Context: an optimization exercise on an open-source flow, tuned for small area, a short achievable clock period and few clock cycles. The choices shown serve that exercise and are no tape-out recipe. Only simulation tests tie the RTL to the original design; equivalence was not proved. Power is estimated from default activity; no workload was simulated.

### flow/config.mk
export PLATFORM = sky130hd
export DESIGN_NAME = can_codec
export DESIGN_NICKNAME = can_codec
export VERILOG_FILES = /design/flow/design.v
export SDC_FILE = /design/flow/constraint.sdc
export NUM_CORES = 4
export LEC_CHECK = 0
export ABC_AREA = 1
export CAP_MARGIN = 20
export CORE_MARGIN = 2
export CORE_UTILIZATION = 40
export SLEW_MARGIN = 20
export SYNTH_HIERARCHICAL = 1
### flow/constraint.sdc
create_clock -name core_clock -period 14.0 [get_ports {clk}]
set_input_delay 2.8000 -clock core_clock [delete_from_list [all_inputs] [get_ports {clk}]]
set_output_delay 2.8000 -clock core_clock [all_outputs]
set_load 0.01 [all_outputs]
### flow/design.v
module can_codec (
    input  wire        clk,
    input  wire        rst,           
    input  wire        cmd_valid,
    input  wire [63:0] cmd_word,
    output wire        cmd_ready,
    input  wire        rx_load,
    input  wire [31:0] rx_id,
    input  wire [7:0]  rx_len,
    input  wire [63:0] rx_data,       
    output wire [7:0]  proto,
    output reg         txv,
    output wire [31:0] txf_id,
    output wire [7:0]  txf_len,
    output wire [63:0] txf_data,
    output reg  [31:0] rxf_id,
    output reg  [7:0]  rxf_len,
    output reg  [63:0] rxf_data,
    output wire [7:0]  meas_addr,
    output wire [31:0] meas_v,
    output wire [31:0] meas_i,
    output wire [31:0] meas_t,
    output wire [31:0] meas_s,
    output wire [31:0] meas_c,
    output wire [7:0]  meas_p,
    output wire [7:0]  status
);
    localparam [3:0] ST_IDLE = 4'h0, ST_FRAME = 4'h1, ST_UNSUPPORTED = 4'h2,
                     ST_SELECT_OK = 4'h3, ST_SELECT_REJ = 4'h4, ST_OK = 4'h5,
                     ST_UNKNOWN = 4'h6, ST_INVALID = 4'h7, ST_ILLEGAL = 4'h8;
    localparam integer STEPS = 7;     
    function [7:0] dstep125;    
        input [7:0] t;
        begin
            case (t)
                8'd0: dstep125 = {1'b0, 7'd0};
                8'd1: dstep125 = {1'b0, 7'd1};
                8'd2: dstep125 = {1'b0, 7'd2};
                8'd3: dstep125 = {1'b0, 7'd3};
                8'd4: dstep125 = {1'b0, 7'd4};
                8'd5: dstep125 = {1'b0, 7'd5};
                8'd6: dstep125 = {1'b0, 7'd6};
                8'd7: dstep125 = {1'b0, 7'd7};
                8'd8: dstep125 = {1'b0, 7'd8};
                8'd9: dstep125 = {1'b0, 7'd9};
                8'd10: dstep125 = {1'b0, 7'd10};
                8'd11: dstep125 = {1'b0, 7'd11};
                8'd12: dstep125 = {1'b0, 7'd12};
                8'd13: dstep125 = {1'b0, 7'd13};
                8'd14: dstep125 = {1'b0, 7'd14};
                8'd15: dstep125 = {1'b0, 7'd15};
                8'd16: dstep125 = {1'b0, 7'd16};
                8'd17: dstep125 = {1'b0, 7'd17};
                8'd18: dstep125 = {1'b0, 7'd18};
                8'd19: dstep125 = {1'b0, 7'd19};
                8'd20: dstep125 = {1'b0, 7'd20};
                8'd21: dstep125 = {1'b0, 7'd21};
                8'd22: dstep125 = {1'b0, 7'd22};
                8'd23: dstep125 = {1'b0, 7'd23};
                8'd24: dstep125 = {1'b0, 7'd24};
                8'd25: dstep125 = {1'b0, 7'd25};
                8'd26: dstep125 = {1'b0, 7'd26};
                8'd27: dstep125 = {1'b0, 7'd27};
                8'd28: dstep125 = {1'b0, 7'd28};
                8'd29: dstep125 = {1'b0, 7'd29};
                8'd30: dstep125 = {1'b0, 7'd30};
                8'd31: dstep125 = {1'b0, 7'd31};
                8'd32: dstep125 = {1'b0, 7'd32};
                8'd33: dstep125 = {1'b0, 7'd33};
                8'd34: dstep125 = {1'b0, 7'd34};
                8'd35: dstep125 = {1'b0, 7'd35};
                8'd36: dstep125 = {1'b0, 7'd36};
                8'd37: dstep125 = {1'b0, 7'd37};
                8'd38: dstep125 = {1'b0, 7'd38};
                8'd39: dstep125 = {1'b0, 7'd39};
                8'd40: dstep125 = {1'b0, 7'd40};
                8'd41: dstep125 = {1'b0, 7'd41};
                8'd42: dstep125 = {1'b0, 7'd42};
                8'd43: dstep125 = {1'b0, 7'd43};
                8'd44: dstep125 = {1'b0, 7'd44};
                8'd45: dstep125 = {1'b0, 7'd45};
                8'd46: dstep125 = {1'b0, 7'd46};
                8'd47: dstep125 = {1'b0, 7'd47};
                8'd48: dstep125 = {1'b0, 7'd48};
                8'd49: dstep125 = {1'b0, 7'd49};
                8'd50: dstep125 = {1'b0, 7'd50};
                8'd51: dstep125 = {1'b0, 7'd51};
                8'd52: dstep125 = {1'b0, 7'd52};
                8'd53: dstep125 = {1'b0, 7'd53};
                8'd54: dstep125 = {1'b0, 7'd54};
                8'd55: dstep125 = {1'b0, 7'd55};
                8'd56: dstep125 = {1'b0, 7'd56};
                8'd57: dstep125 = {1'b0, 7'd57};
                8'd58: dstep125 = {1'b0, 7'd58};
                8'd59: dstep125 = {1'b0, 7'd59};
                8'd60: dstep125 = {1'b0, 7'd60};
                8'd61: dstep125 = {1'b0, 7'd61};
                8'd62: dstep125 = {1'b0, 7'd62};
                8'd63: dstep125 = {1'b0, 7'd63};
                8'd64: dstep125 = {1'b0, 7'd64};
                8'd65: dstep125 = {1'b0, 7'd65};
                8'd66: dstep125 = {1'b0, 7'd66};
                8'd67: dstep125 = {1'b0, 7'd67};
                8'd68: dstep125 = {1'b0, 7'd68};
                8'd69: dstep125 = {1'b0, 7'd69};
                8'd70: dstep125 = {1'b0, 7'd70};
                8'd71: dstep125 = {1'b0, 7'd71};
                8'd72: dstep125 = {1'b0, 7'd72};
                8'd73: dstep125 = {1'b0, 7'd73};
                8'd74: dstep125 = {1'b0, 7'd74};
                8'd75: dstep125 = {1'b0, 7'd75};
                8'd76: dstep125 = {1'b0, 7'd76};
                8'd77: dstep125 = {1'b0, 7'd77};
                8'd78: dstep125 = {1'b0, 7'd78};
                8'd79: dstep125 = {1'b0, 7'd79};
                8'd80: dstep125 = {1'b0, 7'd80};
                8'd81: dstep125 = {1'b0, 7'd81};
                8'd82: dstep125 = {1'b0, 7'd82};
                8'd83: dstep125 = {1'b0, 7'd83};
                8'd84: dstep125 = {1'b0, 7'd84};
                8'd85: dstep125 = {1'b0, 7'd85};
                8'd86: dstep125 = {1'b0, 7'd86};
                8'd87: dstep125 = {1'b0, 7'd87};
                8'd88: dstep125 = {1'b0, 7'd88};
                8'd89: dstep125 = {1'b0, 7'd89};
                8'd90: dstep125 = {1'b0, 7'd90};
                8'd91: dstep125 = {1'b0, 7'd91};
                8'd92: dstep125 = {1'b0, 7'd92};
                8'd93: dstep125 = {1'b0, 7'd93};
                8'd94: dstep125 = {1'b0, 7'd94};
                8'd95: dstep125 = {1'b0, 7'd95};
                8'd96: dstep125 = {1'b0, 7'd96};
                8'd97: dstep125 = {1'b0, 7'd97};
                8'd98: dstep125 = {1'b0, 7'd98};
                8'd99: dstep125 = {1'b0, 7'd99};
                8'd100: dstep125 = {1'b0, 7'd100};
                8'd101: dstep125 = {1'b0, 7'd101};
                8'd102: dstep125 = {1'b0, 7'd102};
                8'd103: dstep125 = {1'b0, 7'd103};
                8'd104: dstep125 = {1'b0, 7'd104};
                8'd105: dstep125 = {1'b0, 7'd105};
                8'd106: dstep125 = {1'b0, 7'd106};
                8'd107: dstep125 = {1'b0, 7'd107};
                8'd108: dstep125 = {1'b0, 7'd108};
                8'd109: dstep125 = {1'b0, 7'd109};
                8'd110: dstep125 = {1'b0, 7'd110};
                8'd111: dstep125 = {1'b0, 7'd111};
                8'd112: dstep125 = {1'b0, 7'd112};
                8'd113: dstep125 = {1'b0, 7'd113};
                8'd114: dstep125 = {1'b0, 7'd114};
                8'd115: dstep125 = {1'b0, 7'd115};
                8'd116: dstep125 = {1'b0, 7'd116};
                8'd117: dstep125 = {1'b0, 7'd117};
                8'd118: dstep125 = {1'b0, 7'd118};
                8'd119: dstep125 = {1'b0, 7'd119};
                8'd120: dstep125 = {1'b0, 7'd120};
                8'd121: dstep125 = {1'b0, 7'd121};
                8'd122: dstep125 = {1'b0, 7'd122};
                8'd123: dstep125 = {1'b0, 7'd123};
                8'd124: dstep125 = {1'b0, 7'd124};
                8'd125: dstep125 = {1'b1, 7'd0};
                8'd126: dstep125 = {1'b1, 7'd1};
                8'd127: dstep125 = {1'b1, 7'd2};
                8'd128: dstep125 = {1'b1, 7'd3};
                8'd129: dstep125 = {1'b1, 7'd4};
                8'd130: dstep125 = {1'b1, 7'd5};
                8'd131: dstep125 = {1'b1, 7'd6};
                8'd132: dstep125 = {1'b1, 7'd7};
                8'd133: dstep125 = {1'b1, 7'd8};
                8'd134: dstep125 = {1'b1, 7'd9};
                8'd135: dstep125 = {1'b1, 7'd10};
                8'd136: dstep125 = {1'b1, 7'd11};
                8'd137: dstep125 = {1'b1, 7'd12};
                8'd138: dstep125 = {1'b1, 7'd13};
                8'd139: dstep125 = {1'b1, 7'd14};
                8'd140: dstep125 = {1'b1, 7'd15};
                8'd141: dstep125 = {1'b1, 7'd16};
                8'd142: dstep125 = {1'b1, 7'd17};
                8'd143: dstep125 = {1'b1, 7'd18};
                8'd144: dstep125 = {1'b1, 7'd19};
                8'd145: dstep125 = {1'b1, 7'd20};
                8'd146: dstep125 = {1'b1, 7'd21};
                8'd147: dstep125 = {1'b1, 7'd22};
                8'd148: dstep125 = {1'b1, 7'd23};
                8'd149: dstep125 = {1'b1, 7'd24};
                8'd150: dstep125 = {1'b1, 7'd25};
                8'd151: dstep125 = {1'b1, 7'd26};
                8'd152: dstep125 = {1'b1, 7'd27};
                8'd153: dstep125 = {1'b1, 7'd28};
                8'd154: dstep125 = {1'b1, 7'd29};
                8'd155: dstep125 = {1'b1, 7'd30};
                8'd156: dstep125 = {1'b1, 7'd31};
                8'd157: dstep125 = {1'b1, 7'd32};
                8'd158: dstep125 = {1'b1, 7'd33};
                8'd159: dstep125 = {1'b1, 7'd34};
                8'd160: dstep125 = {1'b1, 7'd35};
                8'd161: dstep125 = {1'b1, 7'd36};
                8'd162: dstep125 = {1'b1, 7'd37};
                8'd163: dstep125 = {1'b1, 7'd38};
                8'd164: dstep125 = {1'b1, 7'd39};
                8'd165: dstep125 = {1'b1, 7'd40};
                8'd166: dstep125 = {1'b1, 7'd41};
                8'd167: dstep125 = {1'b1, 7'd42};
                8'd168: dstep125 = {1'b1, 7'd43};
                8'd169: dstep125 = {1'b1, 7'd44};
                8'd170: dstep125 = {1'b1, 7'd45};
                8'd171: dstep125 = {1'b1, 7'd46};
                8'd172: dstep125 = {1'b1, 7'd47};
                8'd173: dstep125 = {1'b1, 7'd48};
                8'd174: dstep125 = {1'b1, 7'd49};
                8'd175: dstep125 = {1'b1, 7'd50};
                8'd176: dstep125 = {1'b1, 7'd51};
                8'd177: dstep125 = {1'b1, 7'd52};
                8'd178: dstep125 = {1'b1, 7'd53};
                8'd179: dstep125 = {1'b1, 7'd54};
                8'd180: dstep125 = {1'b1, 7'd55};
                8'd181: dstep125 = {1'b1, 7'd56};
                8'd182: dstep125 = {1'b1, 7'd57};
                8'd183: dstep125 = {1'b1, 7'd58};
                8'd184: dstep125 = {1'b1, 7'd59};
                8'd185: dstep125 = {1'b1, 7'd60};
                8'd186: dstep125 = {1'b1, 7'd61};
                8'd187: dstep125 = {1'b1, 7'd62};
                8'd188: dstep125 = {1'b1, 7'd63};
                8'd189: dstep125 = {1'b1, 7'd64};
                8'd190: dstep125 = {1'b1, 7'd65};
                8'd191: dstep125 = {1'b1, 7'd66};
                8'd192: dstep125 = {1'b1, 7'd67};
                8'd193: dstep125 = {1'b1, 7'd68};
                8'd194: dstep125 = {1'b1, 7'd69};
                8'd195: dstep125 = {1'b1, 7'd70};
                8'd196: dstep125 = {1'b1, 7'd71};
                8'd197: dstep125 = {1'b1, 7'd72};
                8'd198: dstep125 = {1'b1, 7'd73};
                8'd199: dstep125 = {1'b1, 7'd74};
                8'd200: dstep125 = {1'b1, 7'd75};
                8'd201: dstep125 = {1'b1, 7'd76};
                8'd202: dstep125 = {1'b1, 7'd77};
                8'd203: dstep125 = {1'b1, 7'd78};
                8'd204: dstep125 = {1'b1, 7'd79};
                8'd205: dstep125 = {1'b1, 7'd80};
                8'd206: dstep125 = {1'b1, 7'd81};
                8'd207: dstep125 = {1'b1, 7'd82};
                8'd208: dstep125 = {1'b1, 7'd83};
                8'd209: dstep125 = {1'b1, 7'd84};
                8'd210: dstep125 = {1'b1, 7'd85};
                8'd211: dstep125 = {1'b1, 7'd86};
                8'd212: dstep125 = {1'b1, 7'd87};
                8'd213: dstep125 = {1'b1, 7'd88};
                8'd214: dstep125 = {1'b1, 7'd89};
                8'd215: dstep125 = {1'b1, 7'd90};
                8'd216: dstep125 = {1'b1, 7'd91};
                8'd217: dstep125 = {1'b1, 7'd92};
                8'd218: dstep125 = {1'b1, 7'd93};
                8'd219: dstep125 = {1'b1, 7'd94};
                8'd220: dstep125 = {1'b1, 7'd95};
                8'd221: dstep125 = {1'b1, 7'd96};
                8'd222: dstep125 = {1'b1, 7'd97};
                8'd223: dstep125 = {1'b1, 7'd98};
                8'd224: dstep125 = {1'b1, 7'd99};
                8'd225: dstep125 = {1'b1, 7'd100};
                8'd226: dstep125 = {1'b1, 7'd101};
                8'd227: dstep125 = {1'b1, 7'd102};
                8'd228: dstep125 = {1'b1, 7'd103};
                8'd229: dstep125 = {1'b1, 7'd104};
                8'd230: dstep125 = {1'b1, 7'd105};
                8'd231: dstep125 = {1'b1, 7'd106};
                8'd232: dstep125 = {1'b1, 7'd107};
                8'd233: dstep125 = {1'b1, 7'd108};
                8'd234: dstep125 = {1'b1, 7'd109};
                8'd235: dstep125 = {1'b1, 7'd110};
                8'd236: dstep125 = {1'b1, 7'd111};
                8'd237: dstep125 = {1'b1, 7'd112};
                8'd238: dstep125 = {1'b1, 7'd113};
                8'd239: dstep125 = {1'b1, 7'd114};
                8'd240: dstep125 = {1'b1, 7'd115};
                8'd241: dstep125 = {1'b1, 7'd116};
                8'd242: dstep125 = {1'b1, 7'd117};
                8'd243: dstep125 = {1'b1, 7'd118};
                8'd244: dstep125 = {1'b1, 7'd119};
                8'd245: dstep125 = {1'b1, 7'd120};
                8'd246: dstep125 = {1'b1, 7'd121};
                8'd247: dstep125 = {1'b1, 7'd122};
                8'd248: dstep125 = {1'b1, 7'd123};
                8'd249: dstep125 = {1'b1, 7'd124};
                8'd250: dstep125 = {1'b1, 7'd125};
                8'd251: dstep125 = {1'b1, 7'd126};
                8'd252: dstep125 = {1'b1, 7'd127};
                8'd253: dstep125 = {1'b1, 7'd0};
                8'd254: dstep125 = {1'b1, 7'd1};
                8'd255: dstep125 = {1'b1, 7'd2};
                default: dstep125 = 8'd0;
            endcase
        end
    endfunction
    function [5:0] dstep25;    
        input [5:0] t;
        begin
            case (t)
                6'd0: dstep25 = {1'b0, 5'd0};
                6'd1: dstep25 = {1'b0, 5'd1};
                6'd2: dstep25 = {1'b0, 5'd2};
                6'd3: dstep25 = {1'b0, 5'd3};
                6'd4: dstep25 = {1'b0, 5'd4};
                6'd5: dstep25 = {1'b0, 5'd5};
                6'd6: dstep25 = {1'b0, 5'd6};
                6'd7: dstep25 = {1'b0, 5'd7};
                6'd8: dstep25 = {1'b0, 5'd8};
                6'd9: dstep25 = {1'b0, 5'd9};
                6'd10: dstep25 = {1'b0, 5'd10};
                6'd11: dstep25 = {1'b0, 5'd11};
                6'd12: dstep25 = {1'b0, 5'd12};
                6'd13: dstep25 = {1'b0, 5'd13};
                6'd14: dstep25 = {1'b0, 5'd14};
                6'd15: dstep25 = {1'b0, 5'd15};
                6'd16: dstep25 = {1'b0, 5'd16};
                6'd17: dstep25 = {1'b0, 5'd17};
                6'd18: dstep25 = {1'b0, 5'd18};
                6'd19: dstep25 = {1'b0, 5'd19};
                6'd20: dstep25 = {1'b0, 5'd20};
                6'd21: dstep25 = {1'b0, 5'd21};
                6'd22: dstep25 = {1'b0, 5'd22};
                6'd23: dstep25 = {1'b0, 5'd23};
                6'd24: dstep25 = {1'b0, 5'd24};
                6'd25: dstep25 = {1'b1, 5'd0};
                6'd26: dstep25 = {1'b1, 5'd1};
                6'd27: dstep25 = {1'b1, 5'd2};
                6'd28: dstep25 = {1'b1, 5'd3};
                6'd29: dstep25 = {1'b1, 5'd4};
                6'd30: dstep25 = {1'b1, 5'd5};
                6'd31: dstep25 = {1'b1, 5'd6};
                6'd32: dstep25 = {1'b1, 5'd7};
                6'd33: dstep25 = {1'b1, 5'd8};
                6'd34: dstep25 = {1'b1, 5'd9};
                6'd35: dstep25 = {1'b1, 5'd10};
                6'd36: dstep25 = {1'b1, 5'd11};
                6'd37: dstep25 = {1'b1, 5'd12};
                6'd38: dstep25 = {1'b1, 5'd13};
                6'd39: dstep25 = {1'b1, 5'd14};
                6'd40: dstep25 = {1'b1, 5'd15};
                6'd41: dstep25 = {1'b1, 5'd16};
                6'd42: dstep25 = {1'b1, 5'd17};
                6'd43: dstep25 = {1'b1, 5'd18};
                6'd44: dstep25 = {1'b1, 5'd19};
                6'd45: dstep25 = {1'b1, 5'd20};
                6'd46: dstep25 = {1'b1, 5'd21};
                6'd47: dstep25 = {1'b1, 5'd22};
                6'd48: dstep25 = {1'b1, 5'd23};
                6'd49: dstep25 = {1'b1, 5'd24};
                6'd50: dstep25 = {1'b1, 5'd25};
                6'd51: dstep25 = {1'b1, 5'd26};
                6'd52: dstep25 = {1'b1, 5'd27};
                6'd53: dstep25 = {1'b1, 5'd28};
                6'd54: dstep25 = {1'b1, 5'd29};
                6'd55: dstep25 = {1'b1, 5'd30};
                6'd56: dstep25 = {1'b1, 5'd31};
                6'd57: dstep25 = {1'b1, 5'd0};
                6'd58: dstep25 = {1'b1, 5'd1};
                6'd59: dstep25 = {1'b1, 5'd2};
                6'd60: dstep25 = {1'b1, 5'd3};
                6'd61: dstep25 = {1'b1, 5'd4};
                6'd62: dstep25 = {1'b1, 5'd5};
                6'd63: dstep25 = {1'b1, 5'd6};
                default: dstep25 = 6'd0;
            endcase
        end
    endfunction
    function [3:0] dstep5;    
        input [3:0] t;
        begin
            case (t)
                4'd0: dstep5 = {1'b0, 3'd0};
                4'd1: dstep5 = {1'b0, 3'd1};
                4'd2: dstep5 = {1'b0, 3'd2};
                4'd3: dstep5 = {1'b0, 3'd3};
                4'd4: dstep5 = {1'b0, 3'd4};
                4'd5: dstep5 = {1'b1, 3'd0};
                4'd6: dstep5 = {1'b1, 3'd1};
                4'd7: dstep5 = {1'b1, 3'd2};
                4'd8: dstep5 = {1'b1, 3'd3};
                4'd9: dstep5 = {1'b1, 3'd4};
                4'd10: dstep5 = {1'b1, 3'd5};
                4'd11: dstep5 = {1'b1, 3'd6};
                4'd12: dstep5 = {1'b1, 3'd7};
                4'd13: dstep5 = {1'b1, 3'd0};
                4'd14: dstep5 = {1'b1, 3'd1};
                4'd15: dstep5 = {1'b1, 3'd2};
                default: dstep5 = 4'd0;
            endcase
        end
    endfunction
    localparam [2:0]   NCYC  = 3'd3;  
    reg        proto_b;               
    reg  [3:0] st;                    
    reg        p_wait;                
    reg  [1:0] s_ph;                  
    reg        sp_hi;                 
    reg        tx_on;                 
    reg        tx_p;                  
    reg  [3:0] tx_k;                  
    reg  [6:0] tx_a;                  
    reg [31:0] tx_body;               
    reg  [5:0] m_p;                   
    reg  [6:0] m_a;
    reg [31:0] m_val;                 
    reg        m_inc;
    reg        dv_ok;                 
    reg  [2:0] dv_cnt;                
    reg  [1:0] dv_d;                  
    reg        dv_t;                  
    reg        dv_neg;                
    reg        dv_z;                  
    reg  [1:0] dv_qh;                 
    reg  [4:0] ld_lz;
    reg        fd_t;                  
    reg  [1:0] fd_d;                  
    reg  [4:0] dv_lz;                 
    reg  [6:0] dv_r;                  
    reg [31:0] dv_q;                  
    assign cmd_ready = !(p_wait || s_ph != 2'd0);
    assign proto     = {7'd0, proto_b};
    assign status    = {4'd0, st};
    wire       acc    = cmd_ready;
    wire       cmd    = acc && cmd_valid;
    wire       load   = acc && rx_load;
    wire [7:0] op     = cmd_word[7:0];
    wire [6:0] a7     = cmd_word[14:8];
    wire [7:0] tag    = cmd_word[23:16];
    wire [31:0] value = cmd_word[63:32];
    wire tx_req = (tx_k < 4'd5);
    reg [15:0] code_b;
    reg [7:0]  code_a;
    always @(*) begin
        case (tx_k)
            4'd0: begin code_a = 8'h62; code_b = 16'h0101; end
            4'd1: begin code_a = 8'h30; code_b = 16'h0102; end
            4'd2: begin code_a = 8'h31; code_b = 16'h0103; end
            4'd3: begin code_a = 8'h32; code_b = 16'h0104; end
            4'd4: begin code_a = 8'h33; code_b = 16'h0105; end
            4'd5: begin code_a = 8'h40; code_b = 16'h0201; end
            4'd6: begin code_a = 8'h41; code_b = 16'h0202; end
            4'd7: begin code_a = 8'h42; code_b = 16'h0203; end
            default: begin code_a = 8'h43; code_b = 16'h0204; end
        endcase
    end
    assign txf_len  = {4'd0, tx_on, 3'd0};
    assign txf_id   = !tx_on ? 32'd0 :
                      tx_p ? (tx_req ? 32'h8180_0000 : 32'h8180_0400) | ({25'd0, tx_a} << 11)
                           : (tx_req ? 32'h8240_0000 : 32'h8240_2000) | ({25'd0, tx_a} << 14);
    assign txf_data[31:0]  = tx_body;
    assign txf_data[63:32] = !tx_on ? 32'd0 :
                             tx_p ? {8'hA5, 8'h5A, code_b} : {8'h12, code_a, 16'h0000};
    assign meas_addr = {1'b0, m_a};
    can_codec_meas u_meas (
        .m_val(m_val), .m_inc(m_inc), .m_p(m_p[5:1]),
        .meas_v(meas_v), .meas_i(meas_i), .meas_t(meas_t), .meas_s(meas_s), .meas_c(meas_c)
    );
    assign meas_p = {2'b00, m_p};
    reg  [3:0] e_k;
    always @(*) begin
        case (op[3:0])
            4'h2: e_k = 4'd0;  4'h3: e_k = 4'd1;  4'h4: e_k = 4'd2;
            4'h5: e_k = 4'd3;  4'h6: e_k = 4'd4;  4'h7: e_k = 4'd5;
            4'h8: e_k = 4'd6;  4'h9, 4'hA, 4'hB: e_k = 4'd7;
            default: e_k = 4'd8;
        endcase
    end
    reg [31:0] e_body;
    always @(*) begin
        case (op[3:0])
            4'h7, 4'h8: e_body = a_body;          
            4'h9:       e_body = 32'h0000_0001;
            4'hA:       e_body = 32'h0000_0002;
            4'hC:       e_body = proto_b ? 32'h55 : 32'h01;
            4'hD:       e_body = proto_b ? 32'hAA : 32'h00;
            default:    e_body = 32'd0;
        endcase
    end
    wire        a_m1000 = !proto_b && (op[3:0] == 4'h7);
    wire [7:0]  a_exp   = value[30:23];
    wire [23:0] a_mt    = {1'b1, value[22:0]};
    wire        a_hi    = a_m1000 ? (a_mt >= 24'd8589935) : (a_mt >= 24'd10737419);
    wire [7:0]  a_rs0   = (a_m1000 ? 8'd148 : 8'd151) - a_exp;
    wire [7:0]  a_rs1   = (a_m1000 ? 8'd147 : 8'd150) - a_exp;
    wire        a_ok0   = a_m1000 ? (a_exp >= 8'd115 && a_exp <= 8'd148) : (a_exp >= 8'd118 && a_exp <= 8'd151);
    wire        a_ok1   = a_m1000 ? (a_exp >= 8'd114 && a_exp <= 8'd147) : (a_exp >= 8'd117 && a_exp <= 8'd150);
    wire [5:0]  a_rs    = a_hi ? a_rs1[5:0] : a_rs0[5:0];
    wire        a_ok    = !value[31] && (a_hi ? a_ok1 : a_ok0);
    wire [31:0] a_body  = {a_ok, a_rs[5:0], 2'b00, value[22:0]};
    wire        m1000  = !tx_p && (tx_k == 4'd5);   
    wire [34:0] v_m    = {11'd0, 1'b1, tx_body[22:0]};
    wire [34:0] sp_a   = v_m << 10;
    wire [34:0] sp_b   = m1000 ? ~(v_m << 4) : ~(v_m << 8);
    wire [34:0] sp_c   = m1000 ? ~(v_m << 3) : (v_m << 5);
    wire [34:0] sp_k   = (m1000 ? 35'd2 : 35'd1) + (sp_hi ? 35'd512 : 35'd256);
    wire [34:0] sp_s1  = sp_a ^ sp_b ^ sp_c;
    wire [34:0] sp_c1  = {(sp_a[33:0] & sp_b[33:0]) | (sp_a[33:0] & sp_c[33:0]) |
                          (sp_b[33:0] & sp_c[33:0]), 1'b0};
    wire [34:0] sp_s2  = sp_s1 ^ sp_c1 ^ sp_k;
    wire [34:0] sp_c2  = {(sp_s1[33:0] & sp_c1[33:0]) | (sp_s1[33:0] & sp_k[33:0]) |
                          (sp_c1[33:0] & sp_k[33:0]), 1'b0};
    wire [34:0] sp     = sp_s2 + sp_c2;
    wire        sp_tie = sp_hi ? (sp[9:0] == 10'd0) : (sp[8:0] == 9'd0);
    wire [24:0] sp_mr  = sp_hi ? {sp[34:11], sp[10] & !sp_tie} : {sp[33:10], sp[9] & !sp_tie};
    wire [31:0] sp_h1  = {tx_body[31:25], sp_mr};
    wire        sp_ov  = tx_body[24];
    wire [5:0]  sp_rs  = tx_body[30:25];
    wire [31:0] sp_x   = sp_ov ? 32'h8000_0000 : {2'b01, tx_body[22:0], 7'd0};
    wire        sp_v   = tx_body[31] && !sp_rs[5] && !(sp_ov && sp_rs == 6'd0);
    wire        d_match = proto_b ? ((rxf_id & 32'h9FFC_0000) == 32'h8180_0000)
                                  : ((rxf_id & 32'h9FE0_0000) == 32'h8240_0000);
    wire        d_valid = d_match && (rxf_len == 8'd8);
    wire [6:0]  d_addr  = proto_b ? rxf_id[17:11] : rxf_id[20:14];
    wire [7:0]  ca = rxf_data[55:48];
    wire [15:0] cb = rxf_data[47:32];
    wire f_v = proto_b ? (cb == 16'h0101) : (ca == 8'h62);
    wire f_i = proto_b ? (cb == 16'h0102) : (ca == 8'h30);
    wire f_t = proto_b ? (cb == 16'h0103) : (ca == 8'h31);
    wire f_s = proto_b ? (cb == 16'h0104) : (ca == 8'h32);
    wire f_c = proto_b ? (cb == 16'h0105) : (ca == 8'h33);
    wire [2:0] d_f = f_v ? 3'd1 : f_i ? 3'd2 : f_t ? 3'd3 : f_s ? 3'd4 : f_c ? 3'd5 : 3'd0;
    wire [5:0] d_p = {f_c, f_s, f_t, f_i, f_v, 1'b1};
    wire [31:0] raw = rxf_data[31:0];
    wire        sh_sp = (s_ph == 2'd2);
    wire [4:0]  nz     = sh_sp ? sp_rs[4:0] : ld_lz;
    reg  [31:0] nn;
    integer     k;
    always @(*) begin
        for (k = 0; k < 32; k = k + 1)
            nn[k] = sh_sp ? sp_x[31-k] : raw[k];
        if (nz[4]) nn = {nn[15:0], 16'd0};
        if (nz[3]) nn = {nn[23:0], 8'd0};
        if (nz[2]) nn = {nn[27:0], 4'd0};
        if (nz[1]) nn = {nn[29:0], 2'd0};
        if (nz[0]) nn = {nn[30:0], 1'b0};
    end
    reg  [31:0] sp_y;
    always @(*)
        for (k = 0; k < 32; k = k + 1)
            sp_y[k] = nn[31-k];
    wire [31:0] sp_h2  = sp_v ? sp_y : 32'd0;
    wire        i_neg = fd_t && raw[31];
    wire [1:0]  i_d   = fd_d;
    wire [31:0] i_x   = fd_t ? (raw ^ {32{i_neg}}) : nn;
    wire [4:0]  i_th  = i_x[31:27];
    wire [1:0]  i_qh  = (i_th >= 5'd15) ? 2'd3 : (i_th >= 5'd10) ? 2'd2 : (i_th >= 5'd5) ? 2'd1 : 2'd0;
    wire [2:0]  i_rh  = i_th - {i_qh, 2'b00} - {3'd0, i_qh};
    reg  [38:0] i_rq;                 
    always @(*) begin
        case ({fd_t, i_d})
            3'b000, 3'b100: i_rq = {1'd0, i_x, 6'd0};           
            3'b001:         i_rq = {3'd0, i_x, 4'd0};           
            3'b110:         i_rq = {4'd0, i_rh, i_x[26:0], 5'd0};  
            default:        i_rq = {5'd0, i_x, 2'd0};           
        endcase
    end
    reg  [6:0]  c125, t125;
    reg  [4:0]  c25, t25;
    reg  [2:0]  c5, t5;
    reg  [STEPS-1:0] q125, q25, q5;
    reg  [7:0]  o125;
    reg  [5:0]  o25;
    reg  [3:0]  o5;
    integer j;
    always @(*) begin
        c125 = dv_r;
        c25  = dv_r[4:0];
        c5   = dv_r[2:0];
        t125 = 7'd0; t25 = 5'd0; t5 = 3'd0;
        for (j = 0; j < STEPS; j = j + 1) begin
            o125 = dstep125({c125, dv_q[31-j]});
            o25  = dstep25({c25, dv_q[31-j]});
            o5   = dstep5({c5, dv_q[31-j]});
            c125 = o125[6:0];  q125[STEPS-1-j] = o125[7];
            c25  = o25[4:0];   q25[STEPS-1-j]  = o25[5];
            c5   = o5[2:0];    q5[STEPS-1-j]   = o5[3];
            if (j == 4) begin
                t125 = c125; t25 = c25; t5 = c5;
            end
        end
    end
    wire [STEPS-1:0] s_b = (dv_d == 2'd0) ? q125 : (dv_d == 2'd1) ? q25 : q5;
    wire [6:0]  s_r   = (dv_d == 2'd0) ? c125 : (dv_d == 2'd1) ? {2'd0, c25} : {4'd0, c5};
    wire [31:0] s_q   = {dv_q[31-STEPS:0], s_b};
    wire [6:0]  R     = (dv_d == 2'd0) ? t125 : (dv_d == 2'd1) ? {2'd0, t25} : {4'd0, t5};
    wire [31:0] QL    = {dv_q[26:0], s_b[STEPS-1:STEPS-5]};
    wire [25:0] Q     = QL[25:0];
    wire [5:0]  L     = QL[31:26];
    wire        q_hi  = Q[25];
    wire [22:0] q_m   = q_hi ? Q[24:2] : Q[23:1];
    wire        q_g   = q_hi ? Q[1] : Q[0];
    wire        q_st  = (q_hi & Q[0]) | (R != 7'd0) | (L != 6'd0);
    wire        q_up  = q_g & (q_st | q_m[0]);
    wire [7:0]  q_adj = (dv_d == 2'd0) ? 8'd148 : (dv_d == 2'd1) ? 8'd151 : 8'd154;
    wire [7:0]  q_e   = q_adj + {7'd0, q_hi} - {3'd0, dv_lz};
    wire [31:0] q_fl  = dv_z ? 32'd0 : {1'b0, q_e, q_m};
    wire [27:0] tq    = (dv_d == 2'd0) ? {5'd0, Q[25:3]} : {dv_qh, Q};
    wire        t_e   = (dv_d == 2'd0) ? (Q[2:0] == 3'd7 && R == 7'd124)
                                       : (L[5] && R == 7'd4);
    wire [31:0] q_tm  = {32{dv_neg}} ^ {4'd0, tq};
    wire [31:0] q_res = dv_t ? q_tm : q_fl;
    wire        q_inc = dv_t ? (dv_neg && !t_e) : (q_up && !dv_z);
    wire        dv_fin = dv_ok && (dv_cnt == 3'd0);
    wire [31:0] lx  = rx_data[31:0];
    wire        lz4 = (lx[31:16] == 16'd0);
    wire [15:0] ly1 = lz4 ? lx[15:0] : lx[31:16];
    wire        lz3 = (ly1[15:8] == 8'd0);
    wire [7:0]  ly2 = lz3 ? ly1[7:0] : ly1[15:8];
    wire        lz2 = (ly2[7:4] == 4'd0);
    wire [3:0]  ly3 = lz2 ? ly2[3:0] : ly2[7:4];
    wire        lz1 = (ly3[3:2] == 2'd0);
    wire [1:0]  ly4 = lz1 ? ly3[1:0] : ly3[3:2];
    wire [4:0]  l_lz = {lz4, lz3, lz2, lz1, !ly4[1]};
    wire        n_p  = cmd ? tag[0] : proto_b;
    wire [7:0]  n_ca = cmd ? rxf_data[55:48] : rx_data[55:48];
    wire [15:0] n_cb = cmd ? rxf_data[47:32] : rx_data[47:32];
    wire        n_t  = n_p ? (n_cb == 16'h0103) : (n_ca == 8'h31);
    wire        n_c  = n_p ? (n_cb == 16'h0105) : (n_ca == 8'h33);
    wire [1:0]  n_d  = !n_p ? 2'd0 : (n_t || n_c) ? 2'd2 : 2'd1;
    always @(posedge clk) begin
        if (rst) begin
            proto_b <= 1'b0;
            st      <= ST_IDLE;
            p_wait  <= 1'b0;
            s_ph    <= 2'd0;
            txv     <= 1'b0;
            tx_on   <= 1'b0;
            tx_p    <= 1'b0;
            tx_k    <= 4'd0;
            tx_a    <= 7'd0;
            tx_body <= 32'd0;
            m_p     <= 6'd0;
            m_a     <= 7'd0;
            rxf_id  <= 32'd0;
            rxf_len <= 8'd0;
            rxf_data <= 64'd0;
            dv_ok   <= 1'b0;
        end else begin
            if (!dv_ok && !sh_sp)
                dv_ok  <= 1'b1;
            if (s_ph == 2'd1) begin
                s_ph    <= 2'd2;
                tx_body <= sp_h1;
            end
            if (s_ph == 2'd2) begin
                s_ph    <= 2'd0;
                tx_body <= sp_h2;
            end
            if (p_wait && dv_fin) begin
                p_wait <= 1'b0;
                st     <= ST_OK;
                m_p    <= d_p;
                m_a    <= d_addr;
            end
            if (load) begin
                rxf_id   <= rx_id;
                rxf_len  <= rx_len;
                rxf_data <= rx_data;
                dv_ok    <= 1'b0;
            end
            if (cmd) begin
                case (op)
                    8'h01: begin
                        if (tag[7:1] == 7'd0) begin
                            proto_b <= tag[0];
                            st      <= ST_SELECT_OK;
                            dv_ok   <= 1'b0;
                        end else begin
                            st      <= ST_SELECT_REJ;
                        end
                    end
                    8'h02, 8'h03, 8'h04, 8'h05, 8'h06, 8'h07, 8'h08,
                    8'h09, 8'h0A, 8'h0C, 8'h0D: begin
                        tx_on   <= 1'b1;
                        tx_p    <= proto_b;
                        tx_k    <= e_k;
                        tx_a    <= a7;
                        tx_body <= e_body;
                        txv     <= 1'b1;
                        st      <= ST_FRAME;
                        s_ph    <= {1'b0, (op[3:1] == 3'b011) || (op[3:0] == 4'h8)};
                    end
                    8'h0B: begin
                        if (proto_b) begin
                            tx_on   <= 1'b1;
                            tx_p    <= 1'b1;
                            tx_k    <= 4'd7;
                            tx_a    <= a7;
                            tx_body <= 32'd0;
                            txv     <= 1'b1;
                            st      <= ST_FRAME;
                        end else begin
                            txv     <= 1'b0;
                            st      <= ST_UNSUPPORTED;
                        end
                    end
                    8'h0E: begin
                        m_p <= 6'd0;
                        m_a <= 7'd0;
                        if (!d_valid) begin
                            st <= ST_INVALID;
                        end else begin
                            if (!proto_b)
                                rxf_data[47:32] <= 16'h0000;
                            if (d_f == 3'd0) begin
                                st <= ST_UNKNOWN;
                            end else if (f_s) begin
                                st    <= ST_OK;
                                m_p   <= 6'h11;
                                m_a   <= d_addr;
                            end else if (dv_fin) begin
                                st    <= ST_OK;
                                m_p   <= d_p;
                                m_a   <= d_addr;
                            end else begin
                                p_wait <= 1'b1;
                            end
                        end
                    end
                    default: st <= ST_ILLEGAL;
                endcase
            end
        end
    end
    wire        c_sel   = cmd && (op == 8'h01) && (tag[7:1] == 7'd0);
    wire        c_par   = cmd && (op == 8'h0E) && d_valid;
    always @(posedge clk) begin
        if (!dv_ok && !sh_sp) begin
            dv_cnt <= NCYC;
            dv_d   <= i_d;
            dv_t   <= fd_t;
            dv_neg <= i_neg;
            dv_z   <= !nn[31];
            dv_lz  <= ld_lz;
            dv_qh  <= i_qh;
            dv_r   <= i_rq[38:32];
            dv_q   <= i_rq[31:0];
        end else if (dv_cnt != 3'd0) begin
            dv_cnt <= dv_cnt - 3'd1;
            dv_r   <= s_r;
            dv_q   <= s_q;
        end
        if (load) begin
            ld_lz <= l_lz;
            fd_t  <= n_t;
            fd_d  <= n_d;
        end
        if (c_sel) begin
            fd_t  <= n_t;
            fd_d  <= n_d;
        end
        if (cmd)
            sp_hi <= a_hi;
        if (c_par && f_s) begin
            m_val <= raw;
            m_inc <= 1'b0;
        end else if ((c_par && dv_fin) || (p_wait && dv_fin)) begin
            m_val <= q_res;
            m_inc <= q_inc;
        end
    end
endmodule
module can_codec_meas (
    input  wire [31:0] m_val,
    input  wire        m_inc,
    input  wire [4:0]  m_p,
    output wire [31:0] meas_v,
    output wire [31:0] meas_i,
    output wire [31:0] meas_t,
    output wire [31:0] meas_s,
    output wire [31:0] meas_c
);
    wire [31:0] m_out = m_val + {31'd0, m_inc};
    assign meas_v = m_p[0] ? m_out : 32'd0;
    assign meas_i = m_p[1] ? m_out : 32'd0;
    assign meas_t = m_p[2] ? m_out : 32'd0;
    assign meas_s = m_p[3] ? m_out : 32'd0;
    assign meas_c = m_p[4] ? m_out : 32'd0;
endmodule
### flow/flow/run.sh
#!/bin/bash
# The standard layout (standard.sh), with two changes to how it is made:
# timing repair aims well below the 14 ns clock (the clock period and the
# constraints stay the design's; only the repair target moves), and the
# port buffers are the smallest buffer cell.
set -euo pipefail
bash standard.sh SETUP_SLACK_MARGIN=8.5 TNS_END_PERCENT=100 \
    'BUFFER_PORTS_ARGS=-buffer_cell sky130_fd_sc_hd__buf_1' finish > standard_finish.log 2>&1
### flow/standard.sh
#!/bin/bash
# synth_recipe.tcl (not shown) runs the flow's synth.tcl, then flattens the netlist and writes it again
# the make line also repeats each setting of config.mk as NAME=value (left out here)
make -C /OpenROAD-flow-scripts/flow DESIGN_CONFIG=/design/flow/config.mk WORK_HOME=/design/flow/orfs CLKGATE_MAP_FILE= SYNTH_SCRIPT=/design/flow/synth_recipe.tcl "${@:-finish}"
==> out/results.ini, run 1 <==
[cts]
clk_pin_slew_ns = 0.06
clockBufferDepth = 3
cts_made_buffers = 36
cts_max_level = 2
hold_buffers = 0
cts.sinks = 287
cts_tree = built
clkLatencyLatePin_ns = 0.57
cts-root-buf = clkbuf_16

[setup_path]
endpoint_kind = flip-flop
worst_setup_path_start_kind = flip-flop
path_class = reg2reg
reg2reg_depth = 55
max_stage_delay_ns = 0.45
crit_path_start = dv_r[1]
reg2reg_from = dv_r[1]
required_ns = 14.44
crit_arrival_ns = 6.46
r2r_setup_slack_ns = 7.98
crit_slowest_cell = edfxtp_1
worstPathMaxFanout = 5
cp_common_cell = nand2_2

[floorplan]
initial_core_util_pct = 40.5
rows = 95
ios = 574
core_um2 = 67400
die_y_um = 265
fp.dieW_um = 265
die-area_um2 = 70300

[pwr]
irDropWorstVdd_mv = 0.197
p_leak_uw = 0.0145
power_density_nw_per_um2 = 174

[detailed_routing]
drt_wl_total_um = 115000
via_per_inst = 5.52
drtIter0Drc = 2856
postRouteAntennaNets = 0
wl_per_cell_um = 20.1
first_pass_iters = 8
drc = 0
vias = 31707

[finish]
syn_to_final_growth_pct = 22.6
multiInputGateArea_um2 = 18700
finalNonFillerCells = 5749
fillers = 7046
seqCellArea_um2 = 6670
utilization_pct = 49.6
drive_above_1_share_pct = 13.2
fin_area_um2 = 33500
nets = 5203

[placed_design]
dp_hpwl_um = 86700
dp_cells = 5507
dpl_cell_area_um2 = 29700
portBuffers = 512
place.gp.congestion = 0.993

[yosys]
ys_warn_count = 7
yosysUniqueCellTypes = 71
synth_edf_count = 92
synth_cells = 4278
avgSynthCellArea_um2 = 6.38
syn_area_um2 = 27300
yosysSeqAreaShare_pct = 24.4
ys.flop_type = dfxtp_1
synth.ff_latch_count = 287
async_reset_ff_share_pct = 0

[run]
max_cap_violations = 0

[sta]
finClkSkew_ns = 0.0271
finalHoldViolCount = 0
maxSlewViolCount = 0
clock.fmax_mhz = 166
worst_pin_slew_ns = 1.26
setup_viol = 0
tns_ns = 0
finalCritPeriodShare_pct = 43.0
period_needed_ns = 6.02
slew_headroom_pct = 14.9
rsz0062_at_grt = yes

[global_route]
antenna_found_initial = 18
grt_pass1_wl_um = 169000
grt.overflow.total = 0
grt_pass1_vias = 28163
grt_start_max_net_pins = 102
track_usage_pct = 30.8

[min_path]
min_path_type = reg2reg

[outcome]
status = no timing/DRC/antenna violations

==> stage by stage <==
stage | setup WS, ns | hold WS (ns) | total power, uW
after floorplan | 8.51 | 0.418 | 3360
after global placement | 7.09 | 0.429 | 4050
after detailed placement | 7.07 | 0.433 | 4070
after CTS | 8.25 | 0.450 | 5330
after global routing | 7.65 | 0.467 | 6310
final | 7.98 | 0.450 | 5830
==> critical path: cells and delay by family, from the launching register on <==
kind                     cells  cell delay, ns
adder cells (fa/ha/maj)      5            0.97
buffers and inverters       14            1.20
AND/OR/NAND/NOR             30            2.62
flip-flops                   1            0.45
AO/OA/AOI/OAI                6            0.65
==> cell usage in the layout (no fill, tap or decap), types with 52 or more instances in the layout <==
cell	n
conb_1	52
nand3_1	153
edfxtp_1	92
nor2_1	429
dfxtp_1	191
inv_1	466
o21ai_0	452
nand2_2	70
buf_4	168
o211ai_1	65
o22ai_1	55
buf_1	508
ha_1	144
a21oi_1	272
nand2_1	952
==> worst min path at each step <==
stage,from,endpoint,slack (ns),cells after the start
global route,ld_lz[2],dv_lz[2],0.47,0
CTS,ld_lz[2],dv_lz[2],0.45,0
global placement,ld_lz[0],dv_lz[0],0.43,0
finish,ld_lz[2],dv_lz[2],0.45,0
floorplan,ld_lz[0],dv_lz[0],0.42,0
detailed placement,ld_lz[1],dv_lz[1],0.43,0
==> layer usage <==
metal,vias up,track usage (%),wire [um]
met3,266,6.40,10700
met2,1453,48.8,51700
met5,-,0,78
li1,15228,-,-
met1,14748,40.7,47700
met4,12,12.9,5130
==> modules after synthesis, one instance, submodules excluded <==
module	cells	copies in the design	flip-flops and latches	area, um2
can_codec_meas	399	1	0	1650
can_codec	3879	1	287	25600
==> area by class of cell <==
| type | count | area share [%] |
|---|---|---|
| antenna | 11 | 0.0823 |
| clock buffer | 51 | 3.07 |
| clock inverter | 15 | 0.426 |
| inverter | 538 | 6.28 |
| multi-input combinational | 3260 | 56.0 |
| sequential | 287 | 19.9 |
| tap | 873 | 3.26 |
| timing repair buffer | 711 | 10.9 |
| timing repair inverter | 3 | 0.0524 |
==> where the power goes <==
| group | leakage (uW) | switching (uW) | internal (uW) |
|---|---|---|---|
| combinational | 0.0114 | 2470 | 1380 |
| clock | 0.000566 | 401 | 537 |
| sequential | 0.00256 | 87.1 | 950 |
==> flip-flops by register name, indices dropped and copies added, names as in the netlist, 2 cells and up, named ones only <==
name      count
dv_cnt        3
rxf_data     64
dv_lz         5
dv_d          2
s_ph          2
dv_r          7
dv_qh         2
tx_k          4
ld_lz         5
st            4
rxf_id       32
m_a           7
tx_a          7
m_val        32
m_p           6
dv_q         32
tx_body      32
rxf_len       8
fd_d          2
==> cells in the mapped netlist, drive strengths merged (59+ instances only) <==
cell type / n / area (um2)
clkbuf: 150 / 563
nand2: 1050 / 4110
ha: 168 / 2100
nand3: 193 / 1060
inv: 527 / 1990
buf: 96 / 638
nor2: 483 / 1990
dfxtp: 195 / 3900
o211ai: 65 / 488
edfxtp: 92 / 2760
o21ai: 517 / 2600
o22ai: 59 / 369
a21oi: 283 / 1440
==> logic make-up after synthesis <==
kind of cell / Yosys count / synth area share [%]
buffers and inverters: 784 / 11.8
other: 1 / 0.0137
flip-flops: 287 / 24.4
AO/OA/AOI/OAI: 1082 / 22.6
adder cells (fa/ha/maj): 194 / 9.61
AND/OR/NAND/NOR: 1849 / 28.9
XOR/XNOR: 67 / 2.15
multiplexers: 14 / 0.513
==> repair_timing <==
action / 4_1_cts / 5_1_grt
buffers inserted: 81 / 73
endpoints found under the setup margin: 105 / 94
pin swaps: 57 / 117
cloned: 7 / 3
resized for setup: 164 / 179
Testbench counts, summed over its fixed seeds: cycles 20,831.
==> inputs of run 2 (changes only) <==
--- a/flow/flow/run.sh
+++ b/flow/flow/run.sh
@@ -4,5 +4,5 @@
 # constraints stay the design's; only the repair target moves), and the
 # port buffers are the smallest buffer cell.
 set -euo pipefail
-bash standard.sh SETUP_SLACK_MARGIN=8.5 TNS_END_PERCENT=100 \
+bash standard.sh SETUP_SLACK_MARGIN=8.0 TNS_END_PERCENT=100 \
     'BUFFER_PORTS_ARGS=-buffer_cell sky130_fd_sc_hd__buf_1' finish > standard_finish.log 2>&1
==> run 2 against run 1 <==
Net effect: non-clock buffer count down 84; clock skew shrank 0.0046 ns; highest routed layer unchanged; area after synthesis is the same; fmax up 2.5%; register-to-register slack improved by 0.15 ns; cell count down 1.6%; global-route usage decreased by 1.1 points; clock power increased by 5.4%.
==> out/results.ini, run 2 <==
[detailed_routing]
first_pass_iters = 6
drtIter0Drc = 3141
drc = 0
via_per_inst = 5.47
drt_wl_total_um = 111000
postRouteAntennaNets = 0
vias = 30972
wl_per_cell_um = 19.6

[cts]
clockBufferDepth = 3
cts_max_level = 2
clkLatencyLatePin_ns = 0.57
cts_tree = built
cts.sinks = 287
cts_made_buffers = 36
clk_pin_slew_ns = 0.06
cts-root-buf = clkbuf_16

[floorplan]
die_y_um = 265
ios = 574
initial_core_util_pct = 40.5
rows = 95
core_um2 = 67400
fp.dieW_um = 265
die-area_um2 = 70300

[finish]
final_common_cell = nand2_1
syn_to_final_growth_pct = 18.1
layout_common_cells = nand2_1 (975), buf_1 (511), inv_1 (477)
drive_above_1_share_pct = 9.92
fin_area_um2 = 32200
top_register = rxf_data
nets = 5118
finalNonFillerCells = 5659
largest_reg_flops = 64

[pwr]
finalPower_uw = 5580
irDropWorstVdd_mv = 0.144
power_density_nw_per_um2 = 173
p_leak_uw = 0.0140

[setup_path]
path_class = reg2reg
endpoint_kind = flip-flop
reg2reg_depth = 51
max_stage_delay_ns = 0.39
crit_arrival_ns = 6.32
cp_common_cell = nand2_1
reg2reg_from = dv_r[0]
worstPathMaxFanout = 5
required_ns = 14.45
worst_setup_path_start_kind = flip-flop
r2r_setup_slack_ns = 8.13
crit_slowest_cell = edfxtp_1

[global_route]
use_met3_pct = 4.97
grt.overflow.total = 0
antenna_found_initial = 6
grt_start_max_net_pins = 97
track_usage_pct = 29.7
grt_pass1_wl_um = 163000
gr-max-usage-layer = met2
gr-usage-met2_pct = 46.9
grt_use_met1_pct = 41.1
grt_pass1_vias = 27332

[placed_design]
place.gp.congestion = 1.01
dpl_cell_area_um2 = 29600
dp_hpwl_um = 86200
portBuffers = 512
dp_cells = 5507

[sta]
finClkSkew_ns = 0.0224
period_needed_ns = 5.87
finalHoldViolCount = 0
worst_pin_slew_ns = 1.10
finalCritPeriodShare_pct = 41.9
hold_slack_ns = 0.457
slew_headroom_pct = 26.5
clock.fmax_mhz = 170
setup_viol = 0
maxSlewViolCount = 0
tns_ns = 0
rsz0062_at_grt = yes

[outcome]
status = no timing/DRC/antenna violations

[yosys]
ys_warn_count = 7
yosys-top-cells-count = nand2_1 (1004), inv_1 (501), o21ai_0 (480)
synth.ff_latch_count = 287
async_reset_ff_share_pct = 0
ys.flop_type = dfxtp_1
synth_top_area_share_pct = 14.3
synth_edf_count = 92
yosysTopAreaCell = dfxtp_1
yosysUniqueCellTypes = 71
synth_cells = 4278
yosys-top-cells-area = dfxtp_1 (14%), nand2_1 (14%), edfxtp_1 (10%)
avgSynthCellArea_um2 = 6.38
synth_most_common_cell = nand2_1
syn_area_um2 = 27300
yosysSeqAreaShare_pct = 24.4

[run]
max_cap_violations = 0

[min_path]
min_to = dv_lz[0]
min_path_type = reg2reg
whs_path_depth = 0
hold_path.startpoint = ld_lz[0]

-- run 2: worst max path at each step --
| stage | from | to | slack (ns) | depth (start not counted) |
|---|---|---|---|---|
| after CTS | dv_q[30] | flip-flop | 7.90 | 50 |
| after floorplan | dv_r[0] | flip-flop | 8.32 | 52 |
| final | dv_r[0] | flip-flop | 8.13 | 51 |
| after global placement | dv_r[0] | flip-flop | 6.85 | 50 |
| after global routing | dv_r[2] | flip-flop | 7.65 | 53 |
| after detailed placement | dv_r[0] | flip-flop | 6.78 | 50 |
-- run 2: through the flow --
stage,setup WS [ns],utilization [%]
global placement,6.85,44.0
CTS,7.90,46.3
floorplan,8.32,-
finish,8.13,47.8
global route,7.65,47.8
detailed placement,6.78,44.0
-- run 2: modules after synthesis, one instance, submodules excluded --
module          cells inside  area, um2  times used
can_codec_meas           399       1650           1
can_codec               3879      25600           1
-- run 2: report_power, final --
part	switching (uW)	total, uW	internal (uW)
Clock	396	989	593
Combinational	2330	3550	1220
Sequential	86.5	1040	950
-- run 2: what timing repair did --
action / 4_1_cts / 5_1_grt
pin swaps: 11 / 63
hold buffers: 0 / 0
gates cloned: 2 / 5
setup endpoints to repair: 62 / 39
gates resized for setup: 54 / 149
hold endpoints to repair: 0 / 0
setup buffers: 23 / 50
-- run 2: cell type report --
type,instances,area (um2)
diodes,7,17.5
clock inverters,14,208
repair buffers,627,2880
multi-input cells,3260,18300
inverters,538,2060
fillers,7123,35200
well taps,873,1090
clock buffers,51,1030
flip-flops and latches,287,6670
repair inverters,2,12.5
-- run 2: cell families (layout without fill, tap and decap cells) --
| family | count (synthesis) | after routing | synth area share (%) |
|---|---|---|---|
| AND/OR/NAND/NOR | 1849 | 1851 | 28.9 |
| AO/OA/AOI/OAI | 1082 | 1082 | 22.6 |
| buffers and inverters | 784 | 1232 | 11.8 |
| flip-flops | 287 | 287 | 24.4 |
| adder cells (fa/ha/maj) | 194 | 194 | 9.61 |
| XOR/XNOR | 67 | 67 | 2.15 |
| multiplexers | 14 | 14 | 0.513 |
| other | 1 | 59 | 0.0137 |
-- run 2: per-layer routing --
metal	wire, um	vias to the layer above	part of all wire (%)
li1	-	15041	-
met1	48100	14321	43
met2	49300	1399	44
met3	9810	209	8.8
met4	3930	2	3.5
met5	13	-	0.012
-- run 2: worst max-delay path, delay by kind of cell, from the launching register on --
family	cells	cell delay (ns)
simple gates	33	3.22
fa+ha+maj	5	0.98
buf+inv	9	0.76
flops	1	0.39
compound gates	4	0.36
==> inputs of run 3 (changes only) <==
--- a/flow/config.mk
+++ b/flow/config.mk
@@ -8,6 +8,6 @@
 export ABC_AREA = 1
 export CAP_MARGIN = 20
 export CORE_MARGIN = 2
-export CORE_UTILIZATION = 40
+export CORE_UTILIZATION = 55
 export SLEW_MARGIN = 20
 export SYNTH_HIERARCHICAL = 1
==> run 3 against run 2 <==
Net effect: still clean on timing, DRC and antenna; synthesized cell count stayed put; fmax is 0.85% higher; combinational power shrank 2%; first-iteration DRC count is 9.9% higher; die area is 27% lower; global-route usage grew 9.2 points; critical path type unchanged; highest routed layer unchanged.
==> out/results.ini, run 3 <==
[finish]
nets = 5122
syn_to_final_growth_pct = 17.2
multiInputGateArea_um2 = 18300
utilization_pct = 65.4
drive_above_1_share_pct = 10.0
final_common_cell = nand2_1
fillers = 4767
layout_common_cells = nand2_1 (965), buf_1 (511), inv_1 (472)
largest_reg_flops = 64
seqCellArea_um2 = 6670
top_register = rxf_data

[floorplan]
die-area_um2 = 51400
core_um2 = 49000
initial_core_util_pct = 55.8
die_y_um = 227
ios = 574
fp.dieW_um = 227
rows = 81

[detailed_routing]
wl_per_cell_um = 19.4
drc = 0
first_pass_iters = 8
via_per_inst = 5.70
drt_wl_total_um = 106000
drtIter0Drc = 3451
postRouteAntennaNets = 0
vias = 31101

[global_route]
grt_pass1_wl_um = 155000
grt_start_max_net_pins = 91
track_usage_pct = 38.9
grt_pass1_vias = 27463
grt.overflow.total = 0
antenna_found_initial = 15

[cts]
clkLatencyLatePin_ns = 0.59
clockBufferDepth = 3
hold_buffers = 0
cts_max_level = 2
cts-root-buf = clkbuf_16
clk_pin_slew_ns = 0.06
cts.sinks = 287
cts_tree = built
cts_made_buffers = 34

[yosys]
yosysTopAreaCell = dfxtp_1
ys.flop_type = dfxtp_1
yosys-top-cells-area = dfxtp_1 (14%), nand2_1 (14%), edfxtp_1 (10%)
async_reset_ff_share_pct = 0
synth_most_common_cell = nand2_1
syn_area_um2 = 27300
synth_edf_count = 92
yosysUniqueCellTypes = 71
ys_warn_count = 7
synth_top_area_share_pct = 14.3
synth_cells = 4278
yosysSeqAreaShare_pct = 24.4
synth.ff_latch_count = 287
avgSynthCellArea_um2 = 6.38
yosys-top-cells-count = nand2_1 (1004), inv_1 (501), o21ai_0 (480)

[outcome]
status = no timing/DRC/antenna violations

[sta]
setup_slack_ns = 8.18
tns_ns = 0
rsz0062_at_grt = yes
period_needed_ns = 5.82
clock.fmax_mhz = 172
setup_viol = 0
maxSlewViolCount = 0
finalCritPeriodShare_pct = 41.6
worst_pin_slew_ns = 1.09
finClkSkew_ns = 0.0507
finalHoldViolCount = 0
slew_headroom_pct = 26.5

[pwr]
power_density_nw_per_um2 = 171
power.switching_uw = 2770
intPower_uw = 2700
p_seq_share_pct = 18.9
p_leak_uw = 0.0140
clockPowerShare_pct = 17.4
p_sw_share_pct = 50.6
irDropWorstVdd_mv = 0.168
combPwrFrac_pct = 63.7

[setup_path]
reg2reg_from = dv_r[0]
endpoint_kind = flip-flop
cp_common_cell = nand2_2
crit_slowest_cell = edfxtp_1
crit_arrival_ns = 6.26
required_ns = 14.44
worstPathMaxFanout = 12
max_stage_delay_ns = 0.45
r2r_setup_slack_ns = 8.18
worst_setup_path_start_kind = flip-flop
reg2reg_depth = 51
path_class = reg2reg

[run]
max_cap_violations = 0

[min_path]
whs_path_depth = 2
hold_path.startpoint = rxf_id[29]
min_path_type = reg2reg
min_to = rxf_id[29]

[placed_design]
place_ws_ns = 6.71
portBuffers = 512
dp_hpwl_um = 81600
place.gp.congestion = 1.00

## run 3: cell counts after synthesis
Identical to the previous run, type by type.
## run 3: power groups by stage
| stage | sequential [uW] | combinational [uW] | clock [uW] |
|---|---|---|---|
| after floorplan | 1020 | 2320 | 0 |
| after global placement | 1050 | 2910 | 0 |
| after detailed placement | 1050 | 2940 | 0 |
| after CTS | 1030 | 3080 | 954 |
| after global routing | 1040 | 3910 | 986 |
| final | 1030 | 3480 | 952 |
## run 3: final cells by class
type / instances / area share, %
multi-input cells: 3258 / 57.1
inverters: 538 / 6.49
clock inverters: 17 / 0.794
well taps: 664 / 2.60
flip-flops and latches: 287 / 20.8
repair inverters: 6 / 0.109
clock buffers: 45 / 2.88
repair buffers: 631 / 9.06
diodes: 10 / 0.0782
## run 3: layer usage
| metal | share of wire, % | up-vias | GRT usage [%] |
|---|---|---|---|
| met5 | 0.078 | - | 0 |
| met4 | 5.6 | 12 | 21.1 |
| met3 | 9.7 | 298 | 8.58 |
| met2 | 45 | 1548 | 62.2 |
| met1 | 39 | 14192 | 48.8 |
| li1 | - | 15051 | - |
## run 3: cell families after synthesis
group / count (synthesis) / synth area share [%]
and+or+nand+nor: 1849 / 28.9
AOI/OAI and AO/OA: 1082 / 22.6
buffers and inverters: 784 / 11.8
DFF: 287 / 24.4
adders and majority gates: 194 / 9.61
xor gates and xnor gates: 67 / 2.15
muxes: 14 / 0.513
other: 1 / 0.0137
## run 3: worst max-delay path by stage
stage | startpoint | endpoint | slack [ns] | cells after the start
final | dv_r[0] | flip-flop | 8.18 | 51
after global routing | dv_r[0] | flip-flop | 7.69 | 55
after CTS | dv_r[0] | flip-flop | 7.97 | 52
after detailed placement | dv_r[0] | flip-flop | 6.71 | 51
after global placement | dv_r[0] | flip-flop | 6.73 | 50
after floorplan | dv_r[0] | flip-flop | 8.32 | 52
## run 3: per-module statistics from Yosys (local to each module, per instance)
module          area (um2)  copies in the design  flops+latches
can_codec_meas        1650                     1              0
can_codec            25600                     1            287
## run 3: timing repair
action,in CTS,in global routing
setup endpoints to repair,28,37
gates cloned,2,5
resized for setup,59,165
buffers inserted,30,54
pin swaps,17,69
## run 3: critical path: cells and delay by family (launching register included)
family | cells | cell delay (ns)
adder cells (fa/ha/maj) | 4 | 0.81
AO/OA/AOI/OAI | 2 | 0.29
buffers and inverters | 12 | 1.03
flip-flops | 1 | 0.45
AND/OR/NAND/NOR | 33 | 3.11
## run 3: through the flow
step | cells | hold WS [ns] | instance area (um2) | total power [uW]
after floorplan | 4329 | 0.418 | 27500 | 3340
after global placement | 5293 | 0.451 | 29300 | 3960
after detailed placement | 5293 | 0.454 | 29300 | 3990
after CTS | 5387 | 0.463 | 30900 | 5070
after global routing | 5454 | 0.475 | 32000 | 5930
final | 5456 | 0.464 | 32000 | 5470

## what the ideal ports hide
How much do the figures lean on ideal ports? The routed layouts below were timed once more, with nothing changed but the port constraints.
Step 1, drivers: a clkbuf_16 drives clk and a buf_2 each remaining input, both assumed.
Step 2 times the ports against the registers' clock, not the clock port: input delays grow and output delays shrink by t, the midpoint of the rising clock arrivals with the driver on.
Three values: ideal, step 1, step 2; two values: the first two.
| run | t (ns) | setup slack, ns | worst setup path after step 2 | pins driven straight from the clock port |
|---|---|---|---|---|
| run 1 | 0.619 | 7.982 / 7.982 / 7.939 | input to register | 1 |
| run 2 | 0.623 | 8.129 / 8.129 / 7.741 | input to register | 1 |
| run 3 | 0.625 | 8.179 / 8.179 / 7.773 | input to register | 1 |
After both steps setup and hold are still met in every run listed. The setup slack of run 3, which loses most, moves by 0.000 ns with the drivers and by -0.406 ns with both steps.
